What follows belongs to an exercise in optimizing a design on an open flow for small area, a short achievable clock period and few clock cycles; a production flow would make more cautious choices. In this exercise RTL edits were held to simulation tests only and were not proved equivalent to the original. The clock input has no modelled driver; a real chip could not lean on it and would need a root buffer or a full tree. No activity file was given, so power comes from the tool's default toggle rates.

## frame_decoder
module frame_decoder (
    input  wire       clk,
    input  wire       rst,
    input  wire       rx_valid,
    input  wire [7:0] rx_data,
    output wire       rx_ready,
    output reg        fr_valid,
    output reg        fr_sof,
    output reg        fr_eof,
    output reg  [7:0] fr_data,
    output reg        err_valid,
    output reg  [1:0] err_code,
    output wire [7:0] err_info
);
==> flow/config.mk <==
export PLATFORM = sky130hd
export DESIGN_NAME = frame_decoder
export DESIGN_NICKNAME = frame_decoder
export VERILOG_FILES = /design/flow/design.v
export SDC_FILE = /design/flow/constraint.sdc
export NUM_CORES = 4
export LEC_CHECK = 0
export ABC_AREA = 1
export CAP_MARGIN = 20
export CORE_MARGIN = 2
export CORE_UTILIZATION = 60
export SETUP_SLACK_MARGIN = 4.1
export SLEW_MARGIN = 20
export TNS_END_PERCENT = 5
==> flow/constraint.sdc <==
create_clock -name core_clock -period 6.0 [get_ports {clk}]
set_input_delay 1.2000 -clock core_clock [delete_from_list [all_inputs] [get_ports {clk}]]
set_output_delay 1.2000 -clock core_clock [all_outputs]
set_load 0.01 [all_outputs]
standard.sh (not shown) runs the stock make flow with config.mk's settings and CLKGATE_MAP_FILE= SYNTH_SCRIPT=/design/flow/synth_recipe.tcl, a recipe that flattens the netlist after the stock synthesis.
==> flow/flow/run.sh <==
#!/bin/bash
# The standard layout, except for the clock tree: flow/pre_cts.tcl builds
# a two-level tree of inverters (clock port -> 4 root inverters -> 48 leaf
# inverters -> flip-flops) before the CTS step, in place of TritonCTS's three
# levels of buffers.
# The rest of the CTS step (legalisation, timing repair) runs as usual.
# Port buffers are buf_2 instead of the default delay-cell buffers.
set -euo pipefail
here=$(pwd)
export PRE_CTS_TCL="$here/flow/pre_cts.tcl"
export BUFFER_PORTS_ARGS="-buffer_cell sky130_fd_sc_hd__buf_2"
bash standard.sh > "$here/standard.log" 2>&1
==> flow/flow/pre_cts.tcl <==
# Runs in ORFS's CTS step, before clock_tree_synthesis. Builds a balanced
# two-level clock tree of inverters by hand (two inversions, so every
# flip-flop sees the clock's own polarity) and turns the clock_tree_synthesis call of the
# step into a no-op, so the step's legalisation and repair act on this tree.
# The flip-flop clock pins are split into equal clusters by recursive
# bisection of their locations; one leaf inverter per cluster sits at its
# centroid, and the leaves are split the same way among the root inverters,
# which the clock port drives directly.
set mt_nleaf 48
set mt_nroot 4
set mt_root_master sky130_fd_sc_hd__clkinv_16
set mt_leaf_master sky130_fd_sc_hd__clkinv_8

proc mt_split {pts k} {
  if {$k <= 1} { return [list $pts] }
  set xs [lmap p $pts {lindex $p 0}]
  set ys [lmap p $pts {lindex $p 1}]
  set dx [expr {[tcl::mathfunc::max {*}$xs] - [tcl::mathfunc::min {*}$xs]}]
  set dy [expr {[tcl::mathfunc::max {*}$ys] - [tcl::mathfunc::min {*}$ys]}]
  set idx [expr {$dx >= $dy ? 0 : 1}]
  set s [lsort -real -index $idx $pts]
  set k1 [expr {$k / 2}]
  set k2 [expr {$k - $k1}]
  set n1 [expr {int(round(double([llength $s]) * $k1 / $k))}]
  return [concat [mt_split [lrange $s 0 [expr {$n1 - 1}]] $k1] \
                 [mt_split [lrange $s $n1 end] $k2]]
}

proc mt_centroid {pts} {
  set sx 0.0
  set sy 0.0
  foreach p $pts {
    set sx [expr {$sx + [lindex $p 0]}]
    set sy [expr {$sy + [lindex $p 1]}]
  }
  set n [llength $pts]
  return [list [expr {int($sx / $n)}] [expr {int($sy / $n)}]]
}

proc mt_inverter {block m name xy net_in net_out} {
  set inst [odb::dbInst_create $block $m $name]
  $inst setLocation [lindex $xy 0] [lindex $xy 1]
  $inst setPlacementStatus PLACED
  [$inst findITerm A] connect $net_in
  [$inst findITerm Y] connect $net_out
  [$inst findITerm VPWR] connect [$block findNet VDD]
  [$inst findITerm VGND] connect [$block findNet VSS]
  return $inst
}

proc mt_build {clkname nleaf nroot rmaster lmaster} {
  set db [ord::get_db]
  set block [ord::get_db_block]
  set rm [$db findMaster $rmaster]
  set lm [$db findMaster $lmaster]
  set clk [$block findNet $clkname]
  set pts {}
  foreach it [$clk getITerms] {
    set bb [[$it getInst] getBBox]
    lappend pts [list [expr {([$bb xMin] + [$bb xMax]) / 2}] \
                      [expr {([$bb yMin] + [$bb yMax]) / 2}] $it]
  }
  puts "pre_cts: [llength $pts] clock sinks, $nleaf leaf buffers, $nroot root buffers"
  set leaves {}
  set i 0
  foreach c [mt_split $pts $nleaf] {
    set net [odb::dbNet_create $block "clknet_leaf_$i"]
    $net setSigType CLOCK
    foreach p $c {
      set it [lindex $p 2]
      $it disconnect
      $it connect $net
    }
    set xy [mt_centroid $c]
    lappend leaves [list [lindex $xy 0] [lindex $xy 1] $net $i]
    incr i
  }
  set j 0
  foreach g [mt_split $leaves $nroot] {
    set rnet [odb::dbNet_create $block "clknet_root_$j"]
    $rnet setSigType CLOCK
    foreach p $g {
      mt_inverter $block $lm "clkinv_leaf_[lindex $p 3]" [lrange $p 0 1] $rnet [lindex $p 2]
    }
    mt_inverter $block $rm "clkinv_root_$j" [mt_centroid $g] $clk $rnet
    incr j
  }
}

mt_build clk $mt_nleaf $mt_nroot $mt_root_master $mt_leaf_master

rename clock_tree_synthesis tritoncts_clock_tree_synthesis
proc clock_tree_synthesis {args} {
  puts "pre_cts: clock tree already built; clock_tree_synthesis $args skipped"
  set_propagated_clock [all_clocks]
}

# The step next clones each clock-tree inverter for every flip-flop it
# drives, which would undo the tree; the tree needs none of that.
rename repair_clock_inverters orfs_repair_clock_inverters
proc repair_clock_inverters {args} {
  puts "pre_cts: repair_clock_inverters skipped"
}
Testbench counts at the start, summed over its fixed seeds: cycles 25,007.
Edit:
==> flow/flow/run.sh (replaced) <==
#!/bin/bash
# The standard layout, except for the clock tree: flow/pre_cts.tcl builds
# a two-level tree (clock port -> 4 root buffers -> 44 leaf buffers ->
# flip-flops) before the CTS step, in place of TritonCTS's three levels.
# The rest of the CTS step (legalisation, timing repair) runs as usual.
# Port buffers are buf_2 instead of the default delay-cell buffers.
set -euo pipefail
here=$(pwd)
export PRE_CTS_TCL="$here/flow/pre_cts.tcl"
export BUFFER_PORTS_ARGS="-buffer_cell sky130_fd_sc_hd__buf_2"
bash standard.sh > "$here/standard.log" 2>&1
--- a/flow/flow/pre_cts.tcl
+++ b/flow/flow/pre_cts.tcl
@@ -1,14 +1,12 @@
 # Runs in ORFS's CTS step, before clock_tree_synthesis. Builds a balanced
-# two-level clock tree of inverters by hand (two inversions, so every
-# flip-flop sees the clock's own polarity) and turns the clock_tree_synthesis call of the
+# two-level clock tree by hand and turns the clock_tree_synthesis call of the
 # step into a no-op, so the step's legalisation and repair act on this tree.
 # The flip-flop clock pins are split into equal clusters by recursive
-# bisection of their locations; one leaf inverter per cluster sits at its
-# centroid, and the leaves are split the same way among the root inverters,
+# bisection of their locations; one leaf buffer per cluster sits at its
+# centroid, and the leaves are split the same way among the root buffers,
 # which the clock port drives directly.
-set mt_nleaf 48
+set mt_nleaf 44
 set mt_nroot 4
-set mt_root_master sky130_fd_sc_hd__clkinv_16
-set mt_leaf_master sky130_fd_sc_hd__clkinv_8
+set mt_master sky130_fd_sc_hd__clkbuf_16
 
 proc mt_split {pts k} {
@@ -38,10 +36,10 @@
 }
 
-proc mt_inverter {block m name xy net_in net_out} {
+proc mt_buffer {block m name xy net_in net_out} {
   set inst [odb::dbInst_create $block $m $name]
   $inst setLocation [lindex $xy 0] [lindex $xy 1]
   $inst setPlacementStatus PLACED
   [$inst findITerm A] connect $net_in
-  [$inst findITerm Y] connect $net_out
+  [$inst findITerm X] connect $net_out
   [$inst findITerm VPWR] connect [$block findNet VDD]
   [$inst findITerm VGND] connect [$block findNet VSS]
@@ -49,9 +47,8 @@
 }
 
-proc mt_build {clkname nleaf nroot rmaster lmaster} {
+proc mt_build {clkname nleaf nroot master} {
   set db [ord::get_db]
   set block [ord::get_db_block]
-  set rm [$db findMaster $rmaster]
-  set lm [$db findMaster $lmaster]
+  set m [$db findMaster $master]
   set clk [$block findNet $clkname]
   set pts {}
@@ -81,12 +78,12 @@
     $rnet setSigType CLOCK
     foreach p $g {
-      mt_inverter $block $lm "clkinv_leaf_[lindex $p 3]" [lrange $p 0 1] $rnet [lindex $p 2]
+      mt_buffer $block $m "clkbuf_leaf_[lindex $p 3]" [lrange $p 0 1] $rnet [lindex $p 2]
     }
-    mt_inverter $block $rm "clkinv_root_$j" [mt_centroid $g] $clk $rnet
+    mt_buffer $block $m "clkbuf_root_$j" [mt_centroid $g] $clk $rnet
     incr j
   }
 }
 
-mt_build clk $mt_nleaf $mt_nroot $mt_root_master $mt_leaf_master
+mt_build clk $mt_nleaf $mt_nroot $mt_master
 
 rename clock_tree_synthesis tritoncts_clock_tree_synthesis
@@ -95,9 +92,2 @@
   set_propagated_clock [all_clocks]
 }
-
-# The step next clones each clock-tree inverter for every flip-flop it
-# drives, which would undo the tree; the tree needs none of that.
-rename repair_clock_inverters orfs_repair_clock_inverters
-proc repair_clock_inverters {args} {
-  puts "pre_cts: repair_clock_inverters skipped"
-}
Total power grows by about 6%; die area is unchanged; design area grows by about 0.5%; combinational power shrinks by about 3%.
Edit:
==> flow/flow/run.sh (replaced) <==
#!/bin/bash
# The standard layout, except for the clock tree: flow/pre_cts.tcl builds
# a two-level tree of inverters (clock port -> 4 root inverters -> 48 leaf
# inverters -> flip-flops) before the CTS step, in place of TritonCTS's three
# levels of buffers.
# The rest of the CTS step (legalisation, timing repair) runs as usual.
# Port buffers are buf_2 instead of the default delay-cell buffers.
set -euo pipefail
here=$(pwd)
export PRE_CTS_TCL="$here/flow/pre_cts.tcl"
export BUFFER_PORTS_ARGS="-buffer_cell sky130_fd_sc_hd__buf_2"
bash standard.sh > "$here/standard.log" 2>&1
--- a/flow/flow/pre_cts.tcl
+++ b/flow/flow/pre_cts.tcl
@@ -1,12 +1,14 @@
 # Runs in ORFS's CTS step, before clock_tree_synthesis. Builds a balanced
-# two-level clock tree by hand and turns the clock_tree_synthesis call of the
+# two-level clock tree of inverters by hand (two inversions, so every
+# flip-flop sees the clock's own polarity) and turns the clock_tree_synthesis call of the
 # step into a no-op, so the step's legalisation and repair act on this tree.
 # The flip-flop clock pins are split into equal clusters by recursive
-# bisection of their locations; one leaf buffer per cluster sits at its
-# centroid, and the leaves are split the same way among the root buffers,
+# bisection of their locations; one leaf inverter per cluster sits at its
+# centroid, and the leaves are split the same way among the root inverters,
 # which the clock port drives directly.
-set mt_nleaf 44
+set mt_nleaf 48
 set mt_nroot 4
-set mt_master sky130_fd_sc_hd__clkbuf_16
+set mt_root_master sky130_fd_sc_hd__clkinv_16
+set mt_leaf_master sky130_fd_sc_hd__clkinv_8
 
 proc mt_split {pts k} {
@@ -36,10 +38,10 @@
 }
 
-proc mt_buffer {block m name xy net_in net_out} {
+proc mt_inverter {block m name xy net_in net_out} {
   set inst [odb::dbInst_create $block $m $name]
   $inst setLocation [lindex $xy 0] [lindex $xy 1]
   $inst setPlacementStatus PLACED
   [$inst findITerm A] connect $net_in
-  [$inst findITerm X] connect $net_out
+  [$inst findITerm Y] connect $net_out
   [$inst findITerm VPWR] connect [$block findNet VDD]
   [$inst findITerm VGND] connect [$block findNet VSS]
@@ -47,8 +49,9 @@
 }
 
-proc mt_build {clkname nleaf nroot master} {
+proc mt_build {clkname nleaf nroot rmaster lmaster} {
   set db [ord::get_db]
   set block [ord::get_db_block]
-  set m [$db findMaster $master]
+  set rm [$db findMaster $rmaster]
+  set lm [$db findMaster $lmaster]
   set clk [$block findNet $clkname]
   set pts {}
@@ -78,12 +81,12 @@
     $rnet setSigType CLOCK
     foreach p $g {
-      mt_buffer $block $m "clkbuf_leaf_[lindex $p 3]" [lrange $p 0 1] $rnet [lindex $p 2]
+      mt_inverter $block $lm "clkinv_leaf_[lindex $p 3]" [lrange $p 0 1] $rnet [lindex $p 2]
     }
-    mt_buffer $block $m "clkbuf_root_$j" [mt_centroid $g] $clk $rnet
+    mt_inverter $block $rm "clkinv_root_$j" [mt_centroid $g] $clk $rnet
     incr j
   }
 }
 
-mt_build clk $mt_nleaf $mt_nroot $mt_master
+mt_build clk $mt_nleaf $mt_nroot $mt_root_master $mt_leaf_master
 
 rename clock_tree_synthesis tritoncts_clock_tree_synthesis
The new run failed in clock tree synthesis (4_1_cts).
Area after synthesis stays the same.
Synthesized cell count is unchanged.
Edit:
--- a/flow/flow/run.sh
+++ b/flow/flow/run.sh
@@ -1,5 +1,5 @@
 #!/bin/bash
 # The standard layout, except for the clock tree: flow/pre_cts.tcl builds
-# a two-level tree of inverters (clock port -> 4 root inverters -> 48 leaf
+# a two-level tree of inverters (clock port -> 4 root inverters -> 38 leaf
 # inverters -> flip-flops) before the CTS step, in place of TritonCTS's three
 # levels of buffers.
--- a/flow/flow/pre_cts.tcl
+++ b/flow/flow/pre_cts.tcl
@@ -7,5 +7,5 @@
 # centroid, and the leaves are split the same way among the root inverters,
 # which the clock port drives directly.
-set mt_nleaf 48
+set mt_nleaf 38
 set mt_nroot 4
 set mt_root_master sky130_fd_sc_hd__clkinv_16
@@ -61,5 +61,5 @@
                       [expr {([$bb yMin] + [$bb yMax]) / 2}] $it]
   }
-  puts "pre_cts: [llength $pts] clock sinks, $nleaf leaf buffers, $nroot root buffers"
+  puts "pre_cts: [llength $pts] clock sinks, $nleaf leaf inverters, $nroot root inverters"
   set leaves {}
   set i 0
@@ -95,2 +95,9 @@
   set_propagated_clock [all_clocks]
 }
+
+# The step next clones each clock-tree inverter for every flip-flop it
+# drives, which would undo the tree; the tree needs none of that.
+rename repair_clock_inverters orfs_repair_clock_inverters
+proc repair_clock_inverters {args} {
+  puts "pre_cts: repair_clock_inverters skipped"
+}
Result:
- The changed run passed the timing, design-rule and antenna checks
- synthesized area stays the same
- synthesized cell count stays the same
Edit:
--- a/flow/flow/run.sh
+++ b/flow/flow/run.sh
@@ -1,5 +1,5 @@
 #!/bin/bash
 # The standard layout, except for the clock tree: flow/pre_cts.tcl builds
-# a two-level tree of inverters (clock port -> 4 root inverters -> 38 leaf
+# a two-level tree of inverters (clock port -> 4 root inverters -> 42 leaf
 # inverters -> flip-flops) before the CTS step, in place of TritonCTS's three
 # levels of buffers.
--- a/flow/flow/pre_cts.tcl
+++ b/flow/flow/pre_cts.tcl
@@ -7,5 +7,5 @@
 # centroid, and the leaves are split the same way among the root inverters,
 # which the clock port drives directly.
-set mt_nleaf 38
+set mt_nleaf 42
 set mt_nroot 4
 set mt_root_master sky130_fd_sc_hd__clkinv_16
@@ -88,4 +88,30 @@
 }
 
+# Each flip-flop that drives an output port's buffer goes next to that
+# buffer (the port side of the layout), before the tree is clustered.
+proc mt_move_out_flops {} {
+  set block [ord::get_db_block]
+  set n 0
+  foreach bt [$block getBTerms] {
+    if {[$bt getIoType] ne "OUTPUT"} { continue }
+    foreach it [[$bt getNet] getITerms] {
+      if {![$it isOutputSignal]} { continue }
+      set buf [$it getInst]
+      set a [$buf findITerm A]
+      if {$a eq "NULL" || [$a getNet] eq "NULL"} { continue }
+      foreach it2 [[$a getNet] getITerms] {
+        if {![$it2 isOutputSignal]} { continue }
+        set ff [$it2 getInst]
+        if {![string match *__df* [[$ff getMaster] getName]]} { continue }
+        set loc [$buf getLocation]
+        $ff setLocation [lindex $loc 0] [lindex $loc 1]
+        incr n
+      }
+    }
+  }
+  puts "pre_cts: moved $n output flip-flops next to their port buffers"
+}
+mt_move_out_flops
+
 mt_build clk $mt_nleaf $mt_nroot $mt_root_master $mt_leaf_master
 
Settings changed: SETUP_SLACK_MARGIN 4.1 to 4.2, TNS_END_PERCENT 5 to 100.
Outcome: Synthesized cell count is unchanged; total power goes up by 2.5%; routed wire length goes up by 6.9%; worst hold slack stays flat; sequential share of layout area goes down by 3.6 points; cell area goes up by 4.6%; first-iteration DRC count goes down by 8.3%; via count goes up by 2.3%; sequential cell count stays the same; setup slack gains 0.027 ns.
Edit:
--- a/flow/flow/run.sh
+++ b/flow/flow/run.sh
@@ -1,5 +1,5 @@
 #!/bin/bash
 # The standard layout, except for the clock tree: flow/pre_cts.tcl builds
-# a two-level tree of inverters (clock port -> 4 root inverters -> 42 leaf
+# a two-level tree of inverters (clock port -> 4 root inverters -> 48 leaf
 # inverters -> flip-flops) before the CTS step, in place of TritonCTS's three
 # levels of buffers.
--- a/flow/flow/pre_cts.tcl
+++ b/flow/flow/pre_cts.tcl
@@ -7,5 +7,5 @@
 # centroid, and the leaves are split the same way among the root inverters,
 # which the clock port drives directly.
-set mt_nleaf 42
+set mt_nleaf 48
 set mt_nroot 4
 set mt_root_master sky130_fd_sc_hd__clkinv_16
@@ -88,30 +88,4 @@
 }
 
-# Each flip-flop that drives an output port's buffer goes next to that
-# buffer (the port side of the layout), before the tree is clustered.
-proc mt_move_out_flops {} {
-  set block [ord::get_db_block]
-  set n 0
-  foreach bt [$block getBTerms] {
-    if {[$bt getIoType] ne "OUTPUT"} { continue }
-    foreach it [[$bt getNet] getITerms] {
-      if {![$it isOutputSignal]} { continue }
-      set buf [$it getInst]
-      set a [$buf findITerm A]
-      if {$a eq "NULL" || [$a getNet] eq "NULL"} { continue }
-      foreach it2 [[$a getNet] getITerms] {
-        if {![$it2 isOutputSignal]} { continue }
-        set ff [$it2 getInst]
-        if {![string match *__df* [[$ff getMaster] getName]]} { continue }
-        set loc [$buf getLocation]
-        $ff setLocation [lindex $loc 0] [lindex $loc 1]
-        incr n
-      }
-    }
-  }
-  puts "pre_cts: moved $n output flip-flops next to their port buffers"
-}
-mt_move_out_flops
-
 mt_build clk $mt_nleaf $mt_nroot $mt_root_master $mt_leaf_master
 
Settings changed: SETUP_SLACK_MARGIN 4.2 to 4.1, TNS_END_PERCENT 100 to 5.
=> The changed run went through all stages and came out clean; final area went down by 4.0%; worst setup slack gets worse by 0.014 ns; final cell count is lower by 2.1%; routed wire length went down by 6.3%; hold slack gets better by 0.018 ns.
In the first, second, fourth, fifth and sixth runs of this note the design's own scripts or RTL, not TritonCTS, make the clock network.

afterwards: timing with drivers on the ports:
The flow's constraints put no driver on any port. The routed layouts listed below were extracted and timed again, unchanged, in two steps.
Step 1: set_driving_cell puts a clkbuf_16 on clk and a buf_2 on each other input, an assumption about the parent block.
Step 2, shift: input delay + t, output delay - t, t = (earliest + latest rising clock arrival at the registers) / 2. This alone moves slack from input paths to output paths.
Three values: ideal ports, drivers, drivers and shift; two values: the first two.
run | t, ns | setup WS [ns] | worst hold slack (ns)
the first run | 0.544 | 3.963 / 3.745 / 3.628 | 0.319 / 0.320 / 0.320
the second run | 0.523 | 3.881 / 3.763 / 3.458 | 0.324 / 0.324 / 0.324
the fourth run | 0.514 | 3.950 / 3.768 / 3.620 | 0.303 / 0.303 / 0.303
the fifth run | 0.528 | 3.977 / 3.772 / 3.616 | 0.301 / 0.302 / 0.302
the sixth run | 0.544 | 3.963 / 3.745 / 3.628 | 0.319 / 0.320 / 0.320
After both steps setup and hold are still met in every run listed. The setup slack of the second run, which loses most, moves by -0.118 ns with the drivers and by -0.423 ns with both steps.
